This design comes from an exercise in tuning for a short achievable clock period on the open sky130 flow, not from production work. RTL that was checked went through simulation tests only; none was proved equivalent to the original. No activity file was given, so power comes from the tool's default toggle rates.

==> flow/design.v <==
module mwf1_crc32 (
    input  wire [31:0] s,
    input  wire [7:0]  b,
    output reg  [31:0] o
);
    integer i;
    reg [31:0] t;
    always @* begin
        t = s ^ {24'd0, b};
        for (i = 0; i < 8; i = i + 1) begin
            if (t[0])
                t = (t >> 1) ^ 32'hEDB88320;
            else
                t = t >> 1;
        end
        o = t;
    end
endmodule
module mwf1_rx (
    input  wire        clk,
    input  wire        rst,
    input  wire        rx_valid,
    input  wire [7:0]  rx_data,
    output wire        rx_ready,
    output wire        tx_valid,
    output wire [7:0]  tx_data,
    input  wire        tx_ready,
    output wire        pay_we,
    output wire [14:0] pay_addr,
    output wire [7:0]  pay_wdata,
    output wire        frm_valid,
    output wire [14:0] frm_len,
    input  wire        frm_ready,
    output wire [1:0]  st_phase,
    output wire [1:0]  st_rx_state
);
    reg        ph_rx, ph_dis, ph_ack;
    reg [1:0]  ph_enc;
    reg        s_seek, s_len, s_pay, s_crc;
    reg [1:0]  s_enc;
    reg        pw_en;           
    reg [1:0]  mpre;
    reg        wne;
    reg [3:0]  fc;
    reg [7:0]  len_lo, len_hi;
    reg        lo_ge9, lo_le39;   
    reg        len_rng;           
    reg        len_pre;           
    reg [14:0] frm_len_r;
    reg [14:0] lm2;               
    reg [14:0] pay_cnt;
    reg        plast;             
    reg [7:0]  d_r;
    reg        p_v;
    reg [31:0] crc;
    reg [7:0]  c0;                
    reg [23:0] cexp;              
    reg        cm;                
    reg [15:0] tmr;
    reg        tge;               
    reg [7:0]  q0, q1, q2;
    reg [1:0]  ac;
    wire fire = rx_valid;       
    wire [31:0] crc_fold;
    mwf1_crc32 u_crc (.s(crc), .b(d_r), .o(crc_fold));
    wire [31:0] crc_cur = p_v ? crc_fold : crc;
    wire b_4d = (rx_data == 8'h4D);
    wire b_57 = (rx_data == 8'h57);
    wire b_46 = (rx_data == 8'h46);
    wire b_31 = (rx_data == 8'h31);
    wire b_00 = (rx_data == 8'h00);
    wire b_exp = (rx_data == cexp[7:0]);
    wire c0_ok = (c0 == ~crc[7:0]);
    wire magic_hit = (mpre == 2'd3) && b_31;
    reg  [1:0] mpre_n;
    always @* begin
        case (mpre)
            2'd0: mpre_n = b_4d ? 2'd1 : 2'd0;
            2'd1: mpre_n = b_57 ? 2'd2 : (b_4d ? 2'd1 : 2'd0);
            2'd2: mpre_n = b_46 ? 2'd3 : (b_4d ? 2'd1 : 2'd0);
            default: mpre_n = b_4d ? 2'd1 : 2'd0;   
        endcase
    end
    wire rng_n = ((rx_data != 8'h00) || lo_ge9) &&
                 ((rx_data < 8'h69) || ((rx_data == 8'h69) && lo_le39));
    wire [15:0] len16  = {len_hi, len_lo};
    wire        len_ok = len_pre && b_00;
    wire        crc_ok = cm && b_exp;
    wire at_bound_m1 = (s_seek && (tmr == 16'd47)) ||
                       ((s_len || s_crc) && (tmr == 16'd31)) ||
                       (s_pay && (tmr == 16'd39999));
    wire expire  = tge && (!s_seek || wne);
    wire [15:0] tmr_inc = tmr + 16'd1;
    wire        tge_inc = tge || at_bound_m1;
    always @(posedge clk) begin
        d_r <= rx_data;
        p_v <= pw_en && fire;
        if (p_v)
            crc <= crc_fold;
        if (ph_rx) begin
            q0 <= 8'h45;
            q1 <= 8'h52;
            q2 <= s_len ? 8'h4C : 8'h43;
            ac <= 2'd3;
        end else if (ph_dis) begin
            q0 <= 8'h4F;
            q1 <= 8'h4B;
            ac <= 2'd2;
        end else if (tx_ready) begin
            q0 <= q1;
            q1 <= q2;
            ac <= ac - 2'd1;
        end
        if (rst) begin
            ph_rx   <= 1'b1;
            ph_dis  <= 1'b0;
            ph_ack  <= 1'b0;
            ph_enc  <= 2'd1;
            s_seek  <= 1'b1;
            s_len   <= 1'b0;
            s_pay   <= 1'b0;
            s_crc   <= 1'b0;
            s_enc   <= 2'd0;
            pw_en   <= 1'b0;
            mpre    <= 2'd0;
            wne     <= 1'b0;
        end else if (ph_rx) begin
            if (fire) begin
                tmr <= tmr_inc;
                tge <= tge_inc;
                if (s_seek) begin
                    tmr <= 16'd0;
                    tge <= 1'b0;
                    if (magic_hit) begin
                        mpre   <= 2'd0;
                        wne    <= 1'b0;
                        fc     <= 4'b0001;
                        s_seek <= 1'b0;
                        s_len  <= 1'b1;
                        s_enc  <= 2'd1;
                    end else begin
                        mpre <= mpre_n;
                        wne  <= 1'b1;
                    end
                end
                if (s_len) begin
                    fc <= {fc[2:0], fc[3]};
                    if (fc[0]) begin
                        len_lo  <= rx_data;
                        lo_ge9  <= (rx_data >= 8'd9);
                        lo_le39 <= (rx_data <= 8'h39);
                    end
                    if (fc[1]) begin
                        len_hi  <= rx_data;
                        len_rng <= rng_n;
                    end
                    if (fc[2])
                        len_pre <= len_rng && b_00;
                    if (fc[3]) begin
                        tmr   <= 16'd0;
                        tge   <= 1'b0;
                        s_len <= 1'b0;
                        if (len_ok) begin
                            frm_len_r <= len16[14:0];
                            lm2       <= len16[14:0] - 15'd2;
                            pay_cnt   <= 15'd0;
                            plast     <= 1'b0;
                            crc       <= 32'hFFFFFFFF;
                            s_pay     <= 1'b1;
                            s_enc     <= 2'd2;
                            pw_en     <= 1'b1;
                        end else begin
                            ph_rx  <= 1'b0;
                            ph_ack <= 1'b1;
                            ph_enc <= 2'd3;
                            s_seek <= 1'b1;
                            s_enc  <= 2'd0;
                        end
                    end
                end
                if (s_pay) begin
                    pay_cnt <= pay_cnt + 15'd1;
                    plast   <= (pay_cnt == lm2);
                    if (plast) begin
                        fc    <= 4'b0001;
                        tmr   <= 16'd0;
                        tge   <= 1'b0;
                        s_pay <= 1'b0;
                        s_crc <= 1'b1;
                        s_enc <= 2'd3;
                        pw_en <= 1'b0;
                    end
                end
                if (s_crc) begin
                    fc <= {fc[2:0], fc[3]};
                    if (fc[0]) begin
                        c0   <= rx_data;
                        cexp <= ~crc_cur[31:8];
                    end else begin
                        cexp <= {8'd0, cexp[23:8]};
                    end
                    if (fc[1])
                        cm <= c0_ok && b_exp;
                    if (fc[2])
                        cm <= cm && b_exp;
                    if (fc[3]) begin
                        tmr    <= 16'd0;
                        tge    <= 1'b0;
                        s_crc  <= 1'b0;
                        s_seek <= 1'b1;
                        s_enc  <= 2'd0;
                        ph_rx  <= 1'b0;
                        if (crc_ok) begin
                            ph_dis <= 1'b1;
                            ph_enc <= 2'd2;
                        end else begin
                            ph_ack <= 1'b1;
                            ph_enc <= 2'd3;
                        end
                    end
                end
            end else if (expire) begin
                tmr    <= 16'd0;
                tge    <= 1'b0;
                mpre   <= 2'd0;
                wne    <= 1'b0;
                s_seek <= 1'b1;
                s_len  <= 1'b0;
                s_pay  <= 1'b0;
                s_crc  <= 1'b0;
                s_enc  <= 2'd0;
                pw_en  <= 1'b0;
            end else begin
                tmr <= tmr_inc;
                tge <= tge_inc;
            end
        end else if (ph_dis) begin
            if (frm_ready) begin
                ph_dis <= 1'b0;
                ph_ack <= 1'b1;
                ph_enc <= 2'd3;
            end
        end else begin  
            if (tx_ready && (ac == 2'd1)) begin
                ph_ack <= 1'b0;
                ph_rx  <= 1'b1;
                ph_enc <= 2'd1;
            end
        end
    end
    assign rx_ready    = ph_rx;
    assign tx_valid    = ph_ack;
    assign tx_data     = q0;
    assign pay_we      = rx_valid && pw_en;
    assign pay_addr    = pay_cnt;
    assign pay_wdata   = rx_data;
    assign frm_valid   = ph_dis;
    assign frm_len     = frm_len_r;
    assign st_phase    = ph_enc;
    assign st_rx_state = s_enc;
endmodule
make LEC_CHECK=0 CAP_MARGIN=20 CORE_MARGIN=2 CORE_UTILIZATION=40 PLACE_DENSITY=0.6 SETUP_SLACK_MARGIN=2.4 SLEW_MARGIN=20 TNS_END_PERCENT=100 finish   # period 4.0 ns
run.sh (not shown) runs the stock make flow with config.mk's settings and CLKGATE_MAP_FILE= SYNTH_SCRIPT=/design/flow/synth_recipe.tcl, a recipe that flattens the netlist after the stock synthesis.
The starting point produced a clean layout.
==> next run, changes <==
--- a/flow/config.mk
+++ b/flow/config.mk
@@ -6,9 +6,10 @@
 export NUM_CORES = 4
 export LEC_CHECK = 0
+export ABC_CLOCK_PERIOD_IN_PS = 1800
 export CAP_MARGIN = 20
 export CORE_MARGIN = 2
-export CORE_UTILIZATION = 40
-export PLACE_DENSITY = 0.6
-export SETUP_SLACK_MARGIN = 2.4
+export CORE_UTILIZATION = 50
+export PLACE_DENSITY = 0.7
+export SETUP_SLACK_MARGIN = 2.2
 export SLEW_MARGIN = 20
 export TNS_END_PERCENT = 100
Result: Utilization rises by 10 points; wire length grows by 2.6%; cell area went down by 6.9%; sequential share of layout area climbs by 2.8 points; synthesized area stays the same; clock power is about the same; non-clock buffer count goes down by 55; count of clock-buffer cells in the layout came out higher by 2.
No run of this note included a check of the RTL's function; only the layout flow was run.

* * *

JK:
mwf1_rx, a different RTL version from the one above (not shown whole).
Size in the first run: roughly 850 cells after synthesis, ~67 I/O pins, roughly 9300 um2 of cells after synthesis.
// mwf1_rx
module mwf1_rx (
    input  wire        clk,
    input  wire        rst,
    input  wire        rx_valid,
    input  wire [7:0]  rx_data,
    output wire        rx_ready,
    output wire        tx_valid,
    output wire [7:0]  tx_data,
    input  wire        tx_ready,
    output wire        pay_we,
    output wire [14:0] pay_addr,
    output wire [7:0]  pay_wdata,
    output wire        frm_valid,
    output wire [14:0] frm_len,
    input  wire        frm_ready,
    output wire [1:0]  st_phase,
    output wire [1:0]  st_rx_state
);
make LEC_CHECK=0 CAP_MARGIN=0 CORE_MARGIN=2 CORE_UTILIZATION=60 GPL_TIMING_DRIVEN=1 PLACE_DENSITY=0.75 SETUP_SLACK_MARGIN=2.3 SLEW_MARGIN=0 TNS_END_PERCENT=100 finish   # period 4.0 ns
## Diff of input files: MS against JK
# JK
export LEC_CHECK = 0
export CAP_MARGIN = 0
export CORE_MARGIN = 2
export CORE_UTILIZATION = 60
export GPL_TIMING_DRIVEN = 1
export PLACE_DENSITY = 0.75
export SETUP_SLACK_MARGIN = 2.3
export SLEW_MARGIN = 0
export TNS_END_PERCENT = 100
create_clock -name core_clock -period 4.0 [get_ports {clk}]
# MS
export LEC_CHECK = 0
export CAP_MARGIN = 20
export CORE_MARGIN = 2
export CORE_UTILIZATION = 40
export PLACE_DENSITY = 0.6
export SETUP_SLACK_MARGIN = 2.3
export SLEW_MARGIN = 20
export TNS_END_PERCENT = 100
create_clock -name core_clock -period 4.0 [get_ports {clk}]
Results
- MS finished every stage and its layout cleared the timing, DRC and antenna checks.
- Between MS and JK, the largest stage delay on the critical path figures differ only marginally.
- Against JK as the reference, MS delivers a lower via count.
- Going from JK to MS, minimum clock period went up by 92 ps; sequential power was more or less identical; full die area went up by about 50%.
- Between JK and MS, the flow reports core footprint increasing by more than a quarter.
- Between MS and JK, power is lower for JK, MS comes in above that.
What AL does differently from MS at the input level:
# MS
export LEC_CHECK = 0
export CAP_MARGIN = 20
export CORE_MARGIN = 2
export CORE_UTILIZATION = 40
export PLACE_DENSITY = 0.6
export SETUP_SLACK_MARGIN = 2.3
export SLEW_MARGIN = 20
export TNS_END_PERCENT = 100
create_clock -name core_clock -period 4.0 [get_ports {clk}]
# AL
export LEC_CHECK = 0
export CAP_MARGIN = 20
export CORE_MARGIN = 2
export CORE_UTILIZATION = 60
export PLACE_DENSITY = 0.75
export SETUP_SLACK_MARGIN = 2.3
export SLEW_MARGIN = 20
export SYNTH_HIERARCHICAL = 1
export TNS_END_PERCENT = 100
create_clock -name core_clock -period 4.0 [get_ports {clk}]
[summary]
- Higher area after synthesis goes to AL over MS.
- Diff MS -> AL: global routing usage on met1 shows an increase of 13 points, synthesized instance count went up by 53, number of enable flip-flop cells after synthesis saw a decrease, global-route wire length before repair picked up an extra 13%.
- Compared with MS, AL shows a xor/xnor share of the synthesized area that is 1.7 points higher.
- Taking MS as the reference, in AL final-layout worst hold slack grew by 13 ps; share of the cycle needed by the critical path after routing dropped 1.9 points.
- Compared with MS, AL shows number of instances in the placed design that has gone down by a few percent.
- AL vs. MS: number of different library cells in the post-synthesis netlist went up by about 5%.
- Sort AL and MS by net count of the finished layout asc -> top: MS
Input changes introduced in TR (baseline for comparison: AL):
# AL
export LEC_CHECK = 0
export CAP_MARGIN = 20
export CORE_MARGIN = 2
export CORE_UTILIZATION = 60
export PLACE_DENSITY = 0.75
export SETUP_SLACK_MARGIN = 2.3
export SLEW_MARGIN = 20
export SYNTH_HIERARCHICAL = 1
export TNS_END_PERCENT = 100
create_clock -name core_clock -period 4.0 [get_ports {clk}]
# TR
export LEC_CHECK = 0
export CAP_MARGIN = 20
export CORE_MARGIN = 2
export CORE_UTILIZATION = 60
export PLACE_DENSITY = 0.75
export SETUP_SLACK_MARGIN = 2.3
export SLEW_MARGIN = 20
export TNS_END_PERCENT = 100
create_clock -name core_clock -period 4.0 [get_ports {clk}]
Findings:
- AL → TR: number of detailed-routing iterations run before antenna repair went down; overall power went down; cell area after placement went down; die area went down; power per standard cell area went up.
- Summary of TR over AL: flip-flop and latch count down 2, violation count after the first detailed-route iteration -262, final setup slack of the worst path up 17 ps, compound-gate portion of the synthesized area down 1.1 points, minimum period implied by the final worst setup slack -17 ps.
- Compared with AL, TR shows final wirelength lower by about 13%.
For PW, these inputs were changed with respect to TR:
# TR
export LEC_CHECK = 0
export CAP_MARGIN = 20
export CORE_MARGIN = 2
export CORE_UTILIZATION = 60
export PLACE_DENSITY = 0.75
export SETUP_SLACK_MARGIN = 2.3
export SLEW_MARGIN = 20
export TNS_END_PERCENT = 100
create_clock -name core_clock -period 4.0 [get_ports {clk}]
# PW
export LEC_CHECK = 0
export CAP_MARGIN = 20
export CORE_MARGIN = 2
export CORE_UTILIZATION = 60
export PLACE_DENSITY = 0.75
export SETUP_SLACK_MARGIN = 3.0
export SLEW_MARGIN = 20
export TNS_END_PERCENT = 100
create_clock -name core_clock -period 4.0 [get_ports {clk}]
--- outcome ---
PW did not finish: a tool error stopped it during global routing. Taking TR as the reference, in PW final RePlAce weighted congestion has increased; synthesized area flat; total cell area at the placement stage saw an increase. Buffer count from post-CTS setup fixing in PW is 105 higher than in TR. When PW is measured against TR, its post-placement worst setup slack turns out 38 ps lower. In the metrics for PW and TR, the one carrying the higher number of buffers added by the clock tree synthesis step is TR. On instance count after placement with tap cells included, TR tracks PW almost exactly. Comparing TR against PW, there is no change at all in quantity of hold-fixing buffers added after cts. Changes observed in PW relative to TR: synthesized netlist cell count flat, post-CTS resize count up 113.

==> what the ideal ports hide <==
In the flow no input, the clock included, has a driving cell. The finished layouts below were timed again as built, in two steps. Step 1 assumes that a clkbuf_16 drives the clock port and a buf_2 every other input. Step 2 adds t to the input delays and takes it off the output delays; t is the mean of the earliest and latest rising clock arrival at the registers after step 1. Input paths then give back, and output paths get back, about the clock's delay inside the block. Three values: ideal, step 1, step 2; two values: the first two.
| run | t (ns) | setup slack, ns | hold slack, ns | clock arrival spread, ns | pins driven straight from the clock port |
|---|---|---|---|---|---|
| the first run of note 1 | 0.478 | 1.923 / 1.923 / 1.536 | 0.436 / 0.436 / 0.436 | 0.015 / 0.014 | 1 |
| the second run of note 1 | 0.467 | 1.938 / 1.938 / 1.516 | 0.441 / 0.441 / 0.441 | 0.010 / 0.011 | 1 |
| JK | 0.537 | 2.067 / 2.019 / 1.647 | 0.327 / 0.327 / 0.327 | 0.023 / 0.022 | 1 |
| MS | 0.550 | 1.975 / 1.940 / 1.607 | 0.334 / 0.334 / 0.334 | 0.013 / 0.013 | 1 |
| AL | 0.546 | 2.050 / 2.000 / 1.583 | 0.347 / 0.347 / 0.347 | 0.014 / 0.015 | 1 |
| TR | 0.537 | 2.067 / 2.019 / 1.647 | 0.327 / 0.327 / 0.327 | 0.023 / 0.022 | 1 |
After both steps setup and hold are still met in every run listed. For AL, which loses most, drivers alone change the setup slack by -0.050 ns; drivers and shift together by -0.467 ns.
